Context: an optimization exercise on an open-source flow, tuned for small area. The choices shown serve that exercise and are no tape-out recipe.
In this exercise RTL edits were held to simulation tests only and were not proved equivalent to the original.
Power is estimated from default activity; no workload was simulated.

**flow/flow/run.sh**
```bash
#!/bin/bash
# Layout flow: the standard ORFS flow with three changes.
#  1. Port buffers use the smallest buffer cell (buffer_ports -buffer_cell).
#  2. After the standard synthesis, flow/invopt.py removes inverters between
#     full adders by using some adders in complemented form (a full adder is
#     self-dual).
#  3. flow/resyn.sh then maps the remaining combinational logic again with an
#     area-oriented ABC script (flow/area.abc).
# Registers, their names and cell types are those of the standard synthesis.
# Each tool's output goes to a log file in this folder.
set -euo pipefail
echo 'export BUFFER_PORTS_ARGS = -buffer_cell sky130_fd_sc_hd__buf_1' >> config.mk
echo 'export CTS_ARGS = -sink_clustering_enable -repair_clock_nets -sink_clustering_size 30 -sink_clustering_max_diameter 100 -dont_use_dummy_load' >> config.mk
bash standard.sh synth > synth.log 2>&1
R=orfs/results/sky130hd/ava_core/base
cp $R/1_2_yosys.v $R/1_2_yosys_standard.v
python3 flow/invopt.py $R/1_2_yosys_standard.v $R/1_2_yosys_invopt.v > invopt.log 2>&1
bash flow/resyn.sh $R/1_2_yosys_invopt.v $R/1_2_yosys.v
rm -f $R/1_synth.odb $R/1_synth.sdc
bash standard.sh > standard.log 2>&1
```
**flow/flow/area.abc**
```
&get -n
&st
&syn3
&synch2
&dch -f
&nf -p -R 1000 -E 50
&put
```
**flow/flow/invopt.py**
```python
#!/usr/bin/env python3
"""Remove inverters around full adders in a Yosys gate-level netlist.

A full adder is self-dual: FA(~a, ~b, ~c) = (~sum, ~cout).  Yosys's adder
extraction often leaves inverters between adders.  This pass chooses, for
each sky130 fa cell, whether to use it in complemented form, so that as few
inverters as possible are needed, and rewrites the netlist accordingly.
The function of every output and every register input is unchanged.

usage: invopt.py in.v out.v
"""
import re, sys, random

INV = re.compile(r"sky130_fd_sc_hd__(inv|clkinv)_\d+$")
FA = re.compile(r"sky130_fd_sc_hd__fa_\d+$")
OUTPINS = {"X", "Y", "Q", "Q_N", "SUM", "COUT", "HI", "LO"}

src = open(sys.argv[1]).read()
m = re.search(r"^\s*module\s+(\w+)\s*\((.*?)\);", src, re.S | re.M)
cell_re = re.compile(r"^\s*(sky130_fd_sc_hd__\w+)\s+(\S+)\s*\((.*?)\);\s*$", re.S | re.M)
pin_re = re.compile(r"\.(\w+)\(\s*(.*?)\s*\)\s*(?:,|$)", re.S)

cells = []   # [type, name, [(pin, net)], span]
for cm in cell_re.finditer(src):
    pins = [(p, n.strip()) for p, n in pin_re.findall(cm.group(3))]
    cells.append([cm.group(1), cm.group(2), pins, cm.span()])
if not cells:
    sys.exit("no cells")
head = src[:cells[0][3][0]]
tail = src[cells[-1][3][1]:]
between = "".join(src[cells[i][3][1]:cells[i+1][3][0]] for i in range(len(cells) - 1))
if between.strip():
    sys.exit("unexpected text between cells")
if "assign" in src:
    sys.exit("assign statements are not handled")

# ports
ports = set()
for d in re.finditer(r"^\s*(input|output|inout)\s+(\[\d+:\d+\]\s*)?([^;]+);", head, re.M):
    rng = d.group(2)
    for nm in d.group(3).split(","):
        nm = nm.strip()
        if rng:
            hi, lo = map(int, re.findall(r"\d+", rng))
            for b in range(min(hi, lo), max(hi, lo) + 1):
                ports.add(f"{nm}[{b}]")
        ports.add(nm)
def is_port(net):
    n = net.lstrip("\\").strip()
    return n in ports or re.sub(r"\s+", "", n) in ports

driver = {}
loads = {}
for ci, (t, nm, pins, _) in enumerate(cells):
    for p, n in pins:
        if p in OUTPINS:
            driver[n] = (ci, p)
        else:
            loads.setdefault(n, []).append((ci, p))

def is_inv(ci):
    return INV.match(cells[ci][0]) is not None
def is_fa(ci):
    return FA.match(cells[ci][0]) is not None

# root and parity of each net
root = {}
def find(n):
    if n in root:
        return root[n]
    d = driver.get(n)
    if d and is_inv(d[0]):
        a = dict(cells[d[0]][2])["A"]
        r, p = find(a)
        root[n] = (r, p ^ 1)
    else:
        root[n] = (n, 0)
    return root[n]

allnets = set(driver) | set(loads)
for n in allnets:
    find(n)
tree = {}
for n in allnets:
    tree.setdefault(root[n][0], []).append(n)

# sinks per root: (cell index, pin, parity); frozen roots keep their wiring
sinks = {}
frozen = set()
for r, nets in tree.items():
    lst = []
    for n in nets:
        if is_port(n) and n != r:
            frozen.add(r)
        if is_port(n) and n == r and driver.get(n) is not None and not is_inv(driver[n][0]):
            # an output port driven straight by the cell: its polarity must stay
            frozen.add(r)
        if re.match(r"^\d+'", n):
            frozen.add(r)
        for ci, p in loads.get(n, []):
            if not is_inv(ci):
                lst.append((ci, p, root[n][1]))
    sinks[r] = lst
    if r not in driver and not is_port(r):
        frozen.add(r)

fas = [ci for ci in range(len(cells)) if is_fa(ci)]
locked = set()
for r in frozen:
    d = driver.get(r)
    if d and is_fa(d[0]):
        locked.add(d[0])
    for ci, p, par in sinks[r]:
        if is_fa(ci):
            locked.add(ci)
free = [ci for ci in fas if ci not in locked]
flip = {ci: 0 for ci in fas}

# roots touched by each FA
fa_roots = {ci: set() for ci in fas}
for r in tree:
    d = driver.get(r)
    if d and d[0] in fa_roots:
        fa_roots[d[0]].add(r)
    for ci, p, par in sinks[r]:
        if ci in fa_roots:
            fa_roots[ci].add(r)

def cost_root(r):
    if r in frozen:
        return 0
    d = driver.get(r)
    fd = flip.get(d[0], 0) if d else 0
    return 1 if any(par ^ fd ^ flip.get(ci, 0) for ci, p, par in sinks[r]) else 0

def before():
    return sum(1 for c in cells if INV.match(c[0]))
total = sum(cost_root(r) for r in tree if r not in frozen)
rng = random.Random(1)
best = dict(flip); best_cost = total
for rnd in range(20):
    improved = True
    while improved:
        improved = False
        for ci in free:
            rs = fa_roots[ci]
            c0 = sum(cost_root(r) for r in rs)
            flip[ci] ^= 1
            c1 = sum(cost_root(r) for r in rs)
            if c1 < c0:
                total += c1 - c0
                improved = True
            else:
                flip[ci] ^= 1
    if total < best_cost:
        best, best_cost = dict(flip), total
    # perturb
    flip = dict(best); total = best_cost
    for ci in rng.sample(free, max(1, len(free) // 10)):
        rs = fa_roots[ci]
        c0 = sum(cost_root(r) for r in rs)
        flip[ci] ^= 1
        total += sum(cost_root(r) for r in rs) - c0
flip = best

# rewrite: for each non-frozen root, drop its inverters and rewire sinks
newnet = {}          # (ci, pin) -> net
drop = set()
new_cells = []
new_wires = []
k = 0
for r, nets in tree.items():
    if r in frozen:
        continue
    invs = [driver[n][0] for n in nets if n != r and n in driver and is_inv(driver[n][0])]
    d = driver.get(r)
    fd = flip.get(d[0], 0) if d else 0
    need = [(ci, p) for ci, p, par in sinks[r] if par ^ fd ^ flip.get(ci, 0)]
    ok = [(ci, p) for ci, p, par in sinks[r] if not (par ^ fd ^ flip.get(ci, 0))]
    for ci in invs:
        drop.add(ci)
    for ci, p in ok:
        newnet[(ci, p)] = r
    if need:
        k += 1
        wn = f"_invopt_{k}_"
        new_wires.append(wn)
        new_cells.append(("sky130_fd_sc_hd__inv_1", f"_invopt_c{k}_", [("A", r), ("Y", wn)]))
        for ci, p in need:
            newnet[(ci, p)] = wn

def fmt(n):
    return n + " " if n.startswith("\\") else n

out = [head.rstrip("\n") + "\n"]
for w in new_wires:
    out.append(f"  wire {w};\n")
for ci, (t, nm, pins, _) in enumerate(cells):
    if ci in drop:
        continue
    ps = ",\n".join(f"    .{p}({fmt(newnet.get((ci, p), n))})" for p, n in pins)
    out.append(f"  {t} {nm} (\n{ps}\n  );\n")
for t, nm, pins in new_cells:
    ps = ",\n".join(f"    .{p}({fmt(n)})" for p, n in pins)
    out.append(f"  {t} {nm} (\n{ps}\n  );\n")
out.append(tail.lstrip("\n") if tail.strip() else "endmodule\n")
open(sys.argv[2], "w").write("".join(out))
nin = before()
print(f"invopt: {len(fas)} full adders ({len(locked)} locked), {sum(flip.values())} complemented; "
      f"inverters {nin} -> {nin - len(drop) + len(new_cells)}", file=sys.stderr)
```
**flow/flow/resyn.sh**
```bash
#!/bin/bash
# Re-map the combinational logic of a synthesized netlist for area.
# Registers, full adders and tie cells are kept as they are (as
# black boxes); every other cell is expanded to its liberty function and
# ABC maps that logic again with flow/area.abc.  The a222oi cell is left
# out: its pins are hard to reach and leave routing violations.
# usage: resyn.sh in.v out.v
set -euo pipefail
LIB=$FLOW_HOME/platforms/sky130hd/lib/sky130_fd_sc_hd__tt_025C_1v80.lib
DU=$(grep -o "sky130_fd_sc_hd__\(probe\|lpflow\)[a-z0-9_]*" $FLOW_HOME/platforms/sky130hd/config.mk | sort -u | sed 's/^/-dont_use /' | tr '\n' ' ')
KEEP=$(grep -oE "sky130_fd_sc_hd__[a-z0-9_]+" $1 | sort -u | grep -E "__(e?df|sdf|dl|fa_|conb)" | tr '\n' ' ')
cat > resyn.ys <<EOF
read_liberty -ignore_miss_func $LIB
read_verilog $1
hierarchy -top $FLOW_TOP
blackbox $KEEP
flatten
rename -hide w:*.*
opt_clean
abc -script $PWD/flow/area.abc -liberty $LIB $DU -dont_use sky130_fd_sc_hd__a222oi_1
opt_clean -purge
hilomap -singleton -hicell sky130_fd_sc_hd__conb_1 HI -locell sky130_fd_sc_hd__conb_1 LO
insbuf -buf sky130_fd_sc_hd__buf_4 A X
splitnets
opt_clean -purge
rename -hide w:*\$func\$*
stat -liberty $LIB
write_verilog -noattr -nohex -nodec $2
EOF
yosys -s resyn.ys > resyn.log 2>&1
if grep -q "assign" $2; then echo "resyn: unmapped logic left" >&2; exit 1; fi
```
**flow/standard.sh**
```bash
#!/bin/bash
# synth_recipe.tcl (not shown) runs the flow's synth.tcl, then flattens the netlist and writes it again
# the make line also repeats each setting of config.mk as NAME=value (left out here)
make -C /OpenROAD-flow-scripts/flow DESIGN_CONFIG=/design/flow/config.mk WORK_HOME=/design/flow/orfs CLKGATE_MAP_FILE= SYNTH_SCRIPT=/design/flow/synth_recipe.tcl "${@:-finish}"
```
**flow/config.mk**
```make
export PLATFORM = sky130hd
export DESIGN_NAME = ava_core
export DESIGN_NICKNAME = ava_core
export VERILOG_FILES = /design/flow/design.v
export SDC_FILE = /design/flow/constraint.sdc
export NUM_CORES = 4
export LEC_CHECK = 0
export CAP_MARGIN = 20
export CORE_MARGIN = 2
export CORE_UTILIZATION = 75
export CTS_CLUSTER_DIAMETER = 100
export CTS_CLUSTER_SIZE = 30
export SLEW_MARGIN = 20
export BUFFER_PORTS_ARGS = -buffer_cell sky130_fd_sc_hd__buf_1
export CTS_ARGS = -sink_clustering_enable -repair_clock_nets -sink_clustering_size 30 -sink_clustering_max_diameter 100 -dont_use_dummy_load
```
**flow/constraint.sdc**
```tcl
create_clock -name core_clock -period 12.0 [get_ports {clk}]
set_input_delay 2.4000 -clock core_clock [delete_from_list [all_inputs] [get_ports {clk}]]
set_output_delay 2.4000 -clock core_clock [all_outputs]
set_load 0.01 [all_outputs]
```
**flow/design.v**
```verilog
module ava_core (
    input  wire        clk,
    input  wire        rst,           
    input  wire [15:0] prog_len,      
    output wire [15:0] prog_addr,     
    input  wire [7:0]  prog_data,     
    output wire [31:0] stk_w_data,
    output wire        stk_w_valid,
    input  wire        stk_w_ready,
    input  wire [31:0] stk_r_data,
    input  wire        stk_r_valid,
    output wire        stk_r_ready,
    output wire [7:0]  out_data,
    output wire        out_valid,
    input  wire        out_ready,
    output wire        halt,
    output wire        fault,
    output wire [2:0]  cause,
    output wire        push_lost,
    output wire        out_lost
);
    localparam [3:0] S_INIT = 4'b0000;
    localparam [3:0] S_DEC  = 4'b0001;
    localparam [3:0] S_PI1  = 4'b0010;
    localparam [3:0] S_PV1  = 4'b0011;
    localparam [3:0] S_PV2  = 4'b0100;
    localparam [3:0] S_LET  = 4'b0101;    
    localparam [3:0] S_A2   = 4'b0110;
    localparam [3:0] S_DONE = 4'b0111;
    localparam [3:0] S_LETS = 4'b1000;    
    localparam [3:0] S_PR   = 4'b1001;
    localparam [3:0] S_A1   = 4'b1010;
    localparam [3:0] S_A3   = 4'b1011;
    localparam [3:0] S_PI2  = 4'b1100;
    localparam [3:0] S_PV3  = 4'b1101;
    localparam [3:0] S_A4   = 4'b1110;
    localparam [2:0] C_END     = 3'd1;
    localparam [2:0] C_UNKNOWN = 3'd2;
    localparam [2:0] C_TRUNC   = 3'd6;
    localparam [2:0] C_BADSLOT = 3'd7;
    reg  [3:0]  st;
    reg  [15:0] pc;
    reg  [2:0]  cause_r;
    reg         push_lost_r;
    reg         out_lost_r;
    reg         op_mul;        
    reg  [1:0]  idx;           
    reg  [15:0] rb;            
    reg  [7:0]  ahi;           
    reg  [23:0] p0;            
    reg  [17:0] t;             
    reg  [31:0] slot0, slot1, slot2, slot3;
    wire [7:0] fb = prog_data;
    wire       big = |fb[7:2];
    wire       at_end = ({pc[15:1], pc[0] | s_init} == prog_len);
    wire [15:0] pc_inc = pc + 16'd1;
    wire s_init = (st == S_INIT);
    wire s_dec  = (st == S_DEC);
    wire s_pi1  = (st == S_PI1);
    wire s_pi2  = (st == S_PI2);
    wire s_pv1  = (st == S_PV1);
    wire s_pv3  = (st == S_PV3);
    wire s_let  = (st == S_LET);
    wire s_lets = (st == S_LETS);
    wire s_pr   = (st == S_PR);
    wire s_a1   = (st == S_A1);
    wire s_a3   = (st == S_A3);
    wire s_a4   = (st == S_A4);
    wire s_a2   = (st == S_A2);
    assign prog_addr = pc;
    assign cause     = cause_r;
    assign halt      = (st == S_DONE);
    assign fault     = (st == S_DONE) && cause_r[2];
    assign push_lost = push_lost_r;
    assign out_lost  = out_lost_r;
    wire [7:0]  y  = s_a3 ? (op_mul ? stk_r_data[7:0] : 8'd1) :
                            (ahi | {6'd0, s_a2, 1'b0});
    wire        ys = !s_a3;
    wire [15:0] c  = s_a4 ? p0[23:8] :
                     s_a3 ? (op_mul ? 16'd0 : stk_r_data[15:0]) :
                     s_a2 ? rb :
                     (s_pi1 || s_pi2) ? {8'd0, fb} : 16'd0;
    wire [23:0] mac;
    wire r4n = ys & y[7];
    wire r4o0 = ~y[1] & y[0];
    wire r4w0 = y[1] & ~y[0];
    wire r4h0 = y[1] & y[0];
    wire m1 = (r4o0 & rb[0]) | (r4w0 & 1'b0) | (r4h0 & t[0]);
    wire m2 = (r4o0 & rb[1]) | (r4w0 & rb[0]) | (r4h0 & t[1]);
    wire m3 = (r4o0 & rb[2]) | (r4w0 & rb[1]) | (r4h0 & t[2]);
    wire m4 = (r4o0 & rb[3]) | (r4w0 & rb[2]) | (r4h0 & t[3]);
    wire m5 = (r4o0 & rb[4]) | (r4w0 & rb[3]) | (r4h0 & t[4]);
    wire m6 = (r4o0 & rb[5]) | (r4w0 & rb[4]) | (r4h0 & t[5]);
    wire m7 = (r4o0 & rb[6]) | (r4w0 & rb[5]) | (r4h0 & t[6]);
    wire m8 = (r4o0 & rb[7]) | (r4w0 & rb[6]) | (r4h0 & t[7]);
    wire m9 = (r4o0 & rb[8]) | (r4w0 & rb[7]) | (r4h0 & t[8]);
    wire m10 = (r4o0 & rb[9]) | (r4w0 & rb[8]) | (r4h0 & t[9]);
    wire m11 = (r4o0 & rb[10]) | (r4w0 & rb[9]) | (r4h0 & t[10]);
    wire m12 = (r4o0 & rb[11]) | (r4w0 & rb[10]) | (r4h0 & t[11]);
    wire m13 = (r4o0 & rb[12]) | (r4w0 & rb[11]) | (r4h0 & t[12]);
    wire m14 = (r4o0 & rb[13]) | (r4w0 & rb[12]) | (r4h0 & t[13]);
    wire m15 = (r4o0 & rb[14]) | (r4w0 & rb[13]) | (r4h0 & t[14]);
    wire m16 = (r4o0 & rb[15]) | (r4w0 & rb[14]) | (r4h0 & t[15]);
    wire m17 = (r4o0 & rb[15]) | (r4w0 & rb[15]) | (r4h0 & t[16]);
    wire m18 = ~((r4o0 & rb[15]) | (r4w0 & rb[15]) | (r4h0 & t[17]));
    wire r4o1 = ~y[3] & y[2];
    wire r4w1 = y[3] & ~y[2];
    wire r4h1 = y[3] & y[2];
    wire m19 = (r4o1 & rb[0]) | (r4w1 & 1'b0) | (r4h1 & t[0]);
    wire m20 = (r4o1 & rb[1]) | (r4w1 & rb[0]) | (r4h1 & t[1]);
    wire m21 = (r4o1 & rb[2]) | (r4w1 & rb[1]) | (r4h1 & t[2]);
    wire m22 = (r4o1 & rb[3]) | (r4w1 & rb[2]) | (r4h1 & t[3]);
    wire m23 = (r4o1 & rb[4]) | (r4w1 & rb[3]) | (r4h1 & t[4]);
    wire m24 = (r4o1 & rb[5]) | (r4w1 & rb[4]) | (r4h1 & t[5]);
    wire m25 = (r4o1 & rb[6]) | (r4w1 & rb[5]) | (r4h1 & t[6]);
    wire m26 = (r4o1 & rb[7]) | (r4w1 & rb[6]) | (r4h1 & t[7]);
    wire m27 = (r4o1 & rb[8]) | (r4w1 & rb[7]) | (r4h1 & t[8]);
    wire m28 = (r4o1 & rb[9]) | (r4w1 & rb[8]) | (r4h1 & t[9]);
    wire m29 = (r4o1 & rb[10]) | (r4w1 & rb[9]) | (r4h1 & t[10]);
    wire m30 = (r4o1 & rb[11]) | (r4w1 & rb[10]) | (r4h1 & t[11]);
    wire m31 = (r4o1 & rb[12]) | (r4w1 & rb[11]) | (r4h1 & t[12]);
    wire m32 = (r4o1 & rb[13]) | (r4w1 & rb[12]) | (r4h1 & t[13]);
    wire m33 = (r4o1 & rb[14]) | (r4w1 & rb[13]) | (r4h1 & t[14]);
    wire m34 = (r4o1 & rb[15]) | (r4w1 & rb[14]) | (r4h1 & t[15]);
    wire m35 = (r4o1 & rb[15]) | (r4w1 & rb[15]) | (r4h1 & t[16]);
    wire m36 = ~((r4o1 & rb[15]) | (r4w1 & rb[15]) | (r4h1 & t[17]));
    wire r4o2 = ~y[5] & y[4];
    wire r4w2 = y[5] & ~y[4];
    wire r4h2 = y[5] & y[4];
    wire m37 = (r4o2 & rb[0]) | (r4w2 & 1'b0) | (r4h2 & t[0]);
    wire m38 = (r4o2 & rb[1]) | (r4w2 & rb[0]) | (r4h2 & t[1]);
    wire m39 = (r4o2 & rb[2]) | (r4w2 & rb[1]) | (r4h2 & t[2]);
    wire m40 = (r4o2 & rb[3]) | (r4w2 & rb[2]) | (r4h2 & t[3]);
    wire m41 = (r4o2 & rb[4]) | (r4w2 & rb[3]) | (r4h2 & t[4]);
    wire m42 = (r4o2 & rb[5]) | (r4w2 & rb[4]) | (r4h2 & t[5]);
    wire m43 = (r4o2 & rb[6]) | (r4w2 & rb[5]) | (r4h2 & t[6]);
    wire m44 = (r4o2 & rb[7]) | (r4w2 & rb[6]) | (r4h2 & t[7]);
    wire m45 = (r4o2 & rb[8]) | (r4w2 & rb[7]) | (r4h2 & t[8]);
    wire m46 = (r4o2 & rb[9]) | (r4w2 & rb[8]) | (r4h2 & t[9]);
    wire m47 = (r4o2 & rb[10]) | (r4w2 & rb[9]) | (r4h2 & t[10]);
    wire m48 = (r4o2 & rb[11]) | (r4w2 & rb[10]) | (r4h2 & t[11]);
    wire m49 = (r4o2 & rb[12]) | (r4w2 & rb[11]) | (r4h2 & t[12]);
    wire m50 = (r4o2 & rb[13]) | (r4w2 & rb[12]) | (r4h2 & t[13]);
    wire m51 = (r4o2 & rb[14]) | (r4w2 & rb[13]) | (r4h2 & t[14]);
    wire m52 = (r4o2 & rb[15]) | (r4w2 & rb[14]) | (r4h2 & t[15]);
    wire m53 = (r4o2 & rb[15]) | (r4w2 & rb[15]) | (r4h2 & t[16]);
    wire m54 = ~((r4o2 & rb[15]) | (r4w2 & rb[15]) | (r4h2 & t[17]));
    wire r4o3 = (~y[7] & y[6]) | (r4n & y[6]);
    wire r4w3 = y[7] & ~y[6];
    wire r4h3 = y[7] & y[6] & ~r4n;
    wire m55 = ((r4o3 & rb[0]) | (r4w3 & 1'b0) | (r4h3 & t[0])) ^ r4n;
    wire m56 = ((r4o3 & rb[1]) | (r4w3 & rb[0]) | (r4h3 & t[1])) ^ r4n;
    wire m57 = ((r4o3 & rb[2]) | (r4w3 & rb[1]) | (r4h3 & t[2])) ^ r4n;
    wire m58 = ((r4o3 & rb[3]) | (r4w3 & rb[2]) | (r4h3 & t[3])) ^ r4n;
    wire m59 = ((r4o3 & rb[4]) | (r4w3 & rb[3]) | (r4h3 & t[4])) ^ r4n;
    wire m60 = ((r4o3 & rb[5]) | (r4w3 & rb[4]) | (r4h3 & t[5])) ^ r4n;
    wire m61 = ((r4o3 & rb[6]) | (r4w3 & rb[5]) | (r4h3 & t[6])) ^ r4n;
    wire m62 = ((r4o3 & rb[7]) | (r4w3 & rb[6]) | (r4h3 & t[7])) ^ r4n;
    wire m63 = ((r4o3 & rb[8]) | (r4w3 & rb[7]) | (r4h3 & t[8])) ^ r4n;
    wire m64 = ((r4o3 & rb[9]) | (r4w3 & rb[8]) | (r4h3 & t[9])) ^ r4n;
    wire m65 = ((r4o3 & rb[10]) | (r4w3 & rb[9]) | (r4h3 & t[10])) ^ r4n;
    wire m66 = ((r4o3 & rb[11]) | (r4w3 & rb[10]) | (r4h3 & t[11])) ^ r4n;
    wire m67 = ((r4o3 & rb[12]) | (r4w3 & rb[11]) | (r4h3 & t[12])) ^ r4n;
    wire m68 = ((r4o3 & rb[13]) | (r4w3 & rb[12]) | (r4h3 & t[13])) ^ r4n;
    wire m69 = ((r4o3 & rb[14]) | (r4w3 & rb[13]) | (r4h3 & t[14])) ^ r4n;
    wire m70 = ((r4o3 & rb[15]) | (r4w3 & rb[14]) | (r4h3 & t[15])) ^ r4n;
    wire m71 = ((r4o3 & rb[15]) | (r4w3 & rb[15]) | (r4h3 & t[16])) ^ r4n;
    wire m72 = ~(((r4o3 & rb[15]) | (r4w3 & rb[15]) | (r4h3 & t[17])) ^ r4n);
    wire m73 = r4n;
    wire m74 = c[0];
    wire m75 = c[1];
    wire m76 = c[2];
    wire m77 = c[3];
    wire m78 = c[4];
    wire m79 = c[5];
    wire m80 = c[6];
    wire m81 = c[7];
    wire m82 = c[8];
    wire m83 = c[9];
    wire m84 = c[10];
    wire m85 = c[11];
    wire m86 = c[12];
    wire m87 = c[13];
    wire m88 = c[14];
    wire m89 = ~(c[15]);
    wire m90 = ~m89;
    wire m91 = ~m89;
    wire m92 = ~m67;
    wire m93 = ~m69;
    wire m94 = ~m71;
    wire s95, k96;
    assign {k96, s95} = m7 + m23 + m39;
    wire s97, k98;
    assign {k98, s97} = m8 + m24 + m40;
    wire s99, k100;
    assign {k100, s99} = m9 + m25 + m41;
    wire s101, k102;
    assign {k102, s101} = m10 + m26 + m42;
    wire s103, k104;
    assign {k104, s103} = m11 + m27 + m43;
    wire s105, k106;
    assign {k106, s105} = m12 + m28 + m44;
    wire s107, k108;
    assign {k108, s107} = m13 + m29 + m45;
    wire s109, k110;
    assign {k110, s109} = m14 + m30 + m46;
    wire s111, k112;
    assign {k112, s111} = m15 + m31 + m47;
    wire s113, k114;
    assign {k114, s113} = m16 + m32 + m48;
    wire s115, k116;
    assign {k116, s115} = m17 + m33 + m49;
    wire s117, k118;
    assign {k118, s117} = m18 + m34 + m50;
    wire s119, k120;
    assign {k120, s119} = m5 + m21;
    wire s121, k122;
    assign {k122, s121} = m6 + m22 + m38;
    wire s123, k124;
    assign {k124, s123} = s95 + m55 + m73;
    wire s125, k126;
    assign {k126, s125} = k96 + s97 + m56;
    wire s127, k128;
    assign {k128, s127} = k98 + s99 + m57;
    wire s129, k130;
    assign {k130, s129} = k100 + s101 + m58;
    wire s131, k132;
    assign {k132, s131} = k102 + s103 + m59;
    wire s133, k134;
    assign {k134, s133} = k104 + s105 + m60;
    wire s135, k136;
    assign {k136, s135} = k106 + s107 + m61;
    wire s137, k138;
    assign {k138, s137} = k108 + s109 + m62;
    wire s139, k140;
    assign {k140, s139} = k110 + s111 + m63;
    wire s141, k142;
    assign {k142, s141} = k112 + s113 + m64;
    wire s143, k144;
    assign {k144, s143} = k114 + s115 + m65;
    wire s145, k146;
    assign {k146, s145} = k116 + s117 + m66;
    wire s147, k148;
    assign {k148, s147} = k118 + m35 + m51;
    wire s149, k150;
    assign {k150, s149} = m36 + m52 + m68;
    wire s151, k152;
    assign {k152, s151} = m3 + m19;
    wire s153, k154;
    assign {k154, s153} = m4 + m20 + m77;
    wire s155, k156;
    assign {k156, s155} = s119 + m37 + m78;
    wire s157, k158;
    assign {k158, s157} = k120 + s121 + m79;
    wire s159, k160;
    assign {k160, s159} = k122 + s123 + m80;
    wire s161, k162;
    assign {k162, s161} = k124 + s125 + m81;
    wire s163, k164;
    assign {k164, s163} = k126 + s127 + m82;
    wire s165, k166;
    assign {k166, s165} = k128 + s129 + m83;
    wire s167, k168;
    assign {k168, s167} = k130 + s131 + m84;
    wire s169, k170;
    assign {k170, s169} = k132 + s133 + m85;
    wire s171, k172;
    assign {k172, s171} = k134 + s135 + m86;
    wire s173, k174;
    assign {k174, s173} = k136 + s137 + m87;
    wire s175, k176;
    assign {k176, s175} = k138 + s139 + m88;
    wire s177, k178;
    assign {k178, s177} = k140 + s141 + m90;
    wire s179, k180;
    assign {k180, s179} = k142 + s143 + m91;
    wire s181, k182;
    assign {k182, s181} = k144 + s145 + m89;
    wire s183, k184;
    assign {k184, s183} = k146 + s147 + m92;
    wire s185, k186;
    assign {k186, s185} = k148 + s149 + m67;
    wire s187, k188;
    assign {k188, s187} = k150 + m53 + m93;
    wire s189, k190;
    assign {k190, s189} = m54 + m70 + m69;
    wire [23:0] cpa_a = {m72, k190, k188, k186, k184, k182, k180, k178, k176, k174, k172, k170, k168, k166, k164, k162, k160, k158, k156, k154, k152, s151, m2, m1};
    wire [23:0] cpa_b = {m71, m94, s189, s187, s185, s183, s181, s179, s177, s175, s173, s171, s169, s167, s165, s163, s161, s159, s157, s155, s153, m76, m75, m74};
    wire [23:0] cpa_s = cpa_a + cpa_b + 1'b0;
    assign mac = {cpa_s[23], cpa_s[22], cpa_s[21], cpa_s[20], cpa_s[19], cpa_s[18], cpa_s[17], cpa_s[16], cpa_s[15], cpa_s[14], cpa_s[13], cpa_s[12], cpa_s[11], cpa_s[10], cpa_s[9], cpa_s[8], cpa_s[7], cpa_s[6], cpa_s[5], cpa_s[4], cpa_s[3], cpa_s[2], cpa_s[1], cpa_s[0]};
    reg [31:0] slot_rd;
    always @(*) begin
        case (idx)
            2'd0: slot_rd = slot0;
            2'd1: slot_rd = slot1;
            2'd2: slot_rd = slot2;
            default: slot_rd = slot3;
        endcase
    end
    wire       let_ok = (s_let && !big) || s_lets;
    wire [1:0] widx   = s_let ? fb[1:0] : idx;
    wire       slot_we = !rst && stk_r_valid && let_ok;
    always @(posedge clk) begin
        if (slot_we && widx == 2'd0) slot0 <= stk_r_data;
        if (slot_we && widx == 2'd1) slot1 <= stk_r_data;
        if (slot_we && widx == 2'd2) slot2 <= stk_r_data;
        if (slot_we && widx == 2'd3) slot3 <= stk_r_data;
    end
    assign stk_w_valid = st[3] && st[2];
    wire   sel_v0 = s_pv3 && (idx == 2'd0);
    wire   sel_v1 = s_pv3 && (idx == 2'd1);
    wire   sel_v2 = s_pv3 && (idx == 2'd2);
    wire   sel_v3 = s_pv3 && (idx == 2'd3);
    assign stk_w_data  = ({32{sel_v0}} & slot0) | ({32{sel_v1}} & slot1)
                       | ({32{sel_v2}} & slot2) | ({32{sel_v3}} & slot3)
                       | {mac, p0[7:0]};    
    assign stk_r_ready = stk_r_valid && ((s_let && !big) || (st[3] && !st[2]));
    wire   dec_lf      = s_dec && (fb == 8'h82);
    assign out_valid   = dec_lf || (s_pr && stk_r_valid);
    assign out_data    = s_pr ? (8'h30 + stk_r_data[7:0]) : 8'h0a;
    always @(posedge clk) begin
        if (s_dec)         op_mul <= fb[0];
        if (s_pv1 || s_let) idx   <= fb[1:0];
        if (s_a1)          rb     <= stk_r_data[15:0];
        ahi <= (s_a3 && op_mul) ? stk_r_data[15:8] : 8'd0;
        if (s_a2)          t      <= mac[17:0];
        p0  <= mac;
    end
    wire dec_op  = s_dec && (fb == 8'h01 || fb == 8'h0a || fb == 8'h20);
    wire dec_unk = s_dec && !(fb == 8'h01 || fb == 8'h0a || fb == 8'h20 ||
                              fb == 8'h80 || fb == 8'h82 || fb == 8'ha0 || fb == 8'ha5);
    wire complete = stk_w_valid || dec_lf ||
                    (stk_r_valid && (s_lets || s_pr || (s_let && !big)));
    wire advance  = dec_op || s_pi1;
    wire bad      = (s_pv1 || s_let) && big;
    wire step     = complete || advance || s_init;
    wire stop     = (step && at_end) || dec_unk || bad;
    always @(posedge clk) begin
        if (rst) begin
            st          <= S_INIT;
            pc          <= 16'd0;
            cause_r     <= 3'd0;
            push_lost_r <= 1'b0;
            out_lost_r  <= 1'b0;
        end else begin
            if (stk_w_valid && !stk_w_ready) push_lost_r <= 1'b1;
            if (out_valid && !out_ready)     out_lost_r  <= 1'b1;
            if (s_init || (step && !at_end && !bad))
                pc <= pc_inc;
            if (stop) begin
                st <= S_DONE;
                cause_r <= {advance || bad, advance || bad || dec_unk,
                            !advance && !dec_unk};
            end else if (complete || s_init)
                st <= S_DEC;
            else begin
                case (st)
                    S_DEC: begin
                        case (fb)
                            8'h01:        st <= S_PI1;
                            8'h0a:        st <= S_PV1;
                            8'h20:        st <= S_LET;
                            8'h80:        st <= S_PR;
                            default:      st <= S_A1;    
                        endcase
                    end
                    S_PI1: st <= S_PI2;
                    S_PV1: st <= S_PV2;
                    S_PV2: st <= S_PV3;
                    S_LET: st <= S_LETS;
                    S_A1:  if (stk_r_valid) st <= S_A2;
                    S_A2:  st <= S_A3;
                    S_A3:  if (stk_r_valid) st <= S_A4;
                    default: ;
                endcase
            end
        end
    end
endmodule
```
==> results.py, run 1 <==
metrics = {
    "drt": {
        "avgViaCountPerCell": 7.18,
        "drt_wl_total_um": 32800,
        "drt_iter0_drc": 1356,
        "drcViolationCount": 0,
        "wl_per_cell_um": 24.7,
        "vias": 9541,
        "drtPass1Iterations": 5,
        "postRouteAntennaNets": 0,
    },
    "die": {
        "die_h_um": 128,
        "ios": 127,
        "num_rows": 45,
        "die-area_um2": 16300,
        "core_area_um2": 15100,
        "start_util_pct": 76.2,
        "die_w_um": 128,
    },
    "global_routing": {
        "grt_antenna_before_repair": 1,
        "grt.met2_usage_pct": 62.8,
        "grt-busiest-layer": "met2",
        "grt_pass1_vias": 8995,
        "grt_usage_pct": 40.4,
        "grtUsageMet1_pct": 58.5,
        "grt_first_pass_wirelength_um": 50200,
        "grt_max_degree": 33,
        "grt.overflow.total": 0,
        "grt_use_met3_pct": 8.22,
    },
    "placed_design": {
        "gp_congestion": 0.953,
        "pre_cts_slack_ps": 1530,
        "io_buffers": 126,
        "dp.final_hpwl_um": 23000,
    },
    "timing": {
        "clock_skew_ps": 26.2,
        "relSlewSlack_pct": 29.2,
        "worst_pin_slew_ps": 1060,
        "grt_setup_unrepaired": "no",
        "max_freq_mhz": 93.9,
        "finalCritPeriodShare_pct": 88.7,
        "setup_tns_ps": 0,
        "fin_ws_ps": 1360,
        "setup_viol": 0,
        "min_period_ps": 10640,
        "slew_viol_final": 0,
        "report.final.hold_viol_count": 0,
    },
    "synth": {
        "yosys_warnings": 1,
        "syn_nets": 1092,
        "synthCells": 985,
        "synth_area_per_cell_um2": 11.7,
        "syn_area_um2": 11500,
    },
    "setup_path": {
        "r2r-end": "p0[22]",
        "crit_path_end_kind": "output port",
        "start_kind": "input pin",
        "critPathKind": "input pin to output port",
        "r2r_start": "st[0]",
        "r2r_setup_slack_ps": 5150,
        "critPathArrivalTime_ps": 8240,
        "required_ps": 9600,
        "r2r_cells": 23,
        "crit_fanout": 12,
    },
    "worst_hold_path": {
        "worstHoldEndpoint": "cause_r[0]",
        "min_path_cells": 2,
        "holdCritPathClass": "flip-flop to flip-flop",
        "min_from": "cause_r[0]",
    },
    "clock_network": {
        "path_clk_slew_ps": 100,
        "htree_levels": 1,
        "cts_resized": 0,
        "clock_sinks": 222,
        "clockBufferDepth": 3,
        "postCtsHoldBufs": 0,
        "cts_tree": "done",
        "numCtsBuffers": 11,
        "clk_latency_ps": 480,
        "post_cts_buffers": 0,
        "cts_root_buf": "clkbuf_16",
    },
    "finish": {
        "drive_gt1_share_pct": 3.69,
        "fillCellCount": 825,
        "final_cell_mix": "edfxtp_1, buf_1, a21oi_1",
        "final_common_cell": "edfxtp_1",
        "finalNetCount": 1248,
        "area_delta_synth_final_pct": 10.3,
    },
    "pwr": {
        "p_leak_nw": 4.10,
        "power_density_nw_per_um2": 138,
        "finalPower_mw": 1.75,
        "ir_drop_v": 0.000166,
    },
    "status": {
        "status": "complete, no violations",
    },
    "run": {
        "maxCapViolations": 0,
    },
}
[layer usage]
metal	vias to the layer above	share of wire, %
li1	4076	-
met1	4557	37
met2	799	46
met3	109	13
met4	0	3.7
met5	-	0
[where the power goes]
group / internal (mW) / leakage (nW) / switching, mW
logic: 0.155 / 2.01 / 0.274
registers: 0.880 / 1.95 / 0.0528
clock network: 0.166 / 0.136 / 0.221
[how the worst max path moves through the flow]
stage	start	to	slack [ps]
after floorplan	stk_r_data[3]	stk_w_data[31]	2290
final	stk_r_data[0]	stk_w_data[30]	1360
after detailed placement	stk_r_data[0]	stk_w_data[30]	1530
after global placement	stk_r_data[0]	stk_w_data[30]	1800
after CTS	stk_r_data[0]	stk_w_data[30]	1480
after global routing	stk_r_data[0]	stk_w_data[28]	910
[worst max-delay path: stages]
cell,delay (ps)
buf_1,300
clkinv_1,150
a21oi_1,150
a21oi_1,130
nor2_1,420
buf_4,270
a21oi_1,120
fa_1,510
fa_1,520
clkinv_1,90
fa_1,550
xnor2_1,160
a21oi_1,60
o21ai_0,130
a21oi_1,80
a21oi_1,250
o221ai_1,160
nand2_1,130
a21oi_1,130
a311oi_1,500
o21ai_0,190
a221oi_1,340
xor2_1,240
nand2b_1,130
buf_1,160
[state kept, by name, summed over array words and instances (netlist names)]
signal and cells:
slot3 32, p0 24, idx 2, slot2 32
op_mul 1, pc 16, slot1 32, t 18
st 4, ahi 8, rb 16, out_lost_r 1
cause_r 3, slot0 32, push_lost_r 1
[per-stage QoR]
stage	area (µm²)	hold WS, ps	util (%)	std cells
floorplan	11500	463	-	985
global placement	12400	438	82.2	1316
detailed placement	12400	452	82.2	1316
CTS	12700	469	84.0	1327
global route	12700	488	84.0	1327
finish	12700	462	84.0	1328
[area by class of cell]
type / count / area [µm²] / share of cell area, %
antenna: 1 / 2.50 / 0.0197
multi-input combinational: 739 / 5370 / 42.4
sequential: 222 / 6100 / 48.1
clock buffer: 11 / 275 / 2.17
tap: 188 / 235 / 1.85
timing repair buffer: 145 / 616 / 4.85
inverter: 22 / 82.6 / 0.651
==> inputs of run 2 (changes only) <==
--- a/flow/flow/resyn.sh
+++ b/flow/flow/resyn.sh
@@ -17,7 +17,7 @@
 flatten
 rename -hide w:*.*
 opt_clean
-abc -script $PWD/flow/area.abc -liberty $LIB $DU -dont_use sky130_fd_sc_hd__a222oi_1
+abc -script $PWD/flow/area.abc -liberty $LIB $DU
 opt_clean -purge
 hilomap -singleton -hicell sky130_fd_sc_hd__conb_1 HI -locell sky130_fd_sc_hd__conb_1 LO
 insbuf -buf sky130_fd_sc_hd__buf_4 A X
--- a/flow/config.mk
+++ b/flow/config.mk
@@ -6,8 +6,9 @@
 export NUM_CORES = 4
 export LEC_CHECK = 0
 export CAP_MARGIN = 20
+export CELL_PAD_IN_SITES_DETAIL_PLACEMENT = 1
 export CORE_MARGIN = 2
-export CORE_UTILIZATION = 75
+export CORE_UTILIZATION = 70
 export CTS_CLUSTER_DIAMETER = 100
 export CTS_CLUSTER_SIZE = 30
 export SLEW_MARGIN = 20
==> run 2 against run 1 <==
Synthesized cell count is 7.8% lower. Area after synthesis decreased by 2.3%. The flow now stops in detailed placement.
==> results.py, run 2 <==
metrics = {
    "status": {
        "status": "aborted with a tool error",
        "haltStage": "detailed placement",
        "firstError": "[ERROR DPL-0033] detailed placement checks failed during check placement.",
    },
    "die": {
        "num_rows": 46,
        "die_h_um": 131,
        "die_w_um": 131,
        "ios": 127,
        "start_util_pct": 71.3,
    },
    "synth": {
        "synth_area_per_cell_um2": 12.4,
        "syn_area_um2": 11200,
        "synthCells": 908,
        "syn_nets": 1015,
        "yosys_warnings": 1,
    },
    "placed_design": {
        "io_buffers": 126,
        "dp.final_hpwl_um": 33900,
        "gp_congestion": 0.961,
    },
}
==> run 2: worst max path at each step <==
| stage | cells past startpoint | to | slack (ps) |
|---|---|---|---|
| 2_1_floorplan | 19 | stk_w_data[29] | 2290 |
| 3_3_place_gp | 23 | stk_w_data[28] | 1490 |
==> run 2: power by group through the flow <==
| stage | clock [mW] | sequential (mW) | combinational, mW |
|---|---|---|---|
| 2_1_floorplan | 0 | 0.931 | 0.263 |
| 3_3_place_gp | 0 | 0.947 | 0.391 |
==> run 2: through the flow <==
stage	cell area (µm²)	setup WS (ps)
after global placement	12200	1490
after floorplan	11200	2290

[port drivers added, routing unchanged]
How much do the figures lean on ideal ports? The routed layout below was timed once more, with nothing changed but the port constraints. Step 1 sets driving cells, clkbuf_16 on the clock port and buf_2 on the other inputs (assumed; they add their load-dependent delay and slew). Step 2 adds t to the input delays and takes it off the output delays; t is the mean of the earliest and latest rising clock arrival at the registers after step 1. Input paths then give back, and output paths get back, about the clock's delay inside the block. Three values: ideal ports, drivers, drivers and shift; two values: the first two.
run: run 1
t, ns: 0.502
setup slack, ns: 1.356 / 1.318 / 1.318
worst setup path at the end: input to output
After both steps setup and hold are still met in run 1. The setup slack of run 1 moves by -0.038 ns with the drivers and by -0.038 ns with both steps.
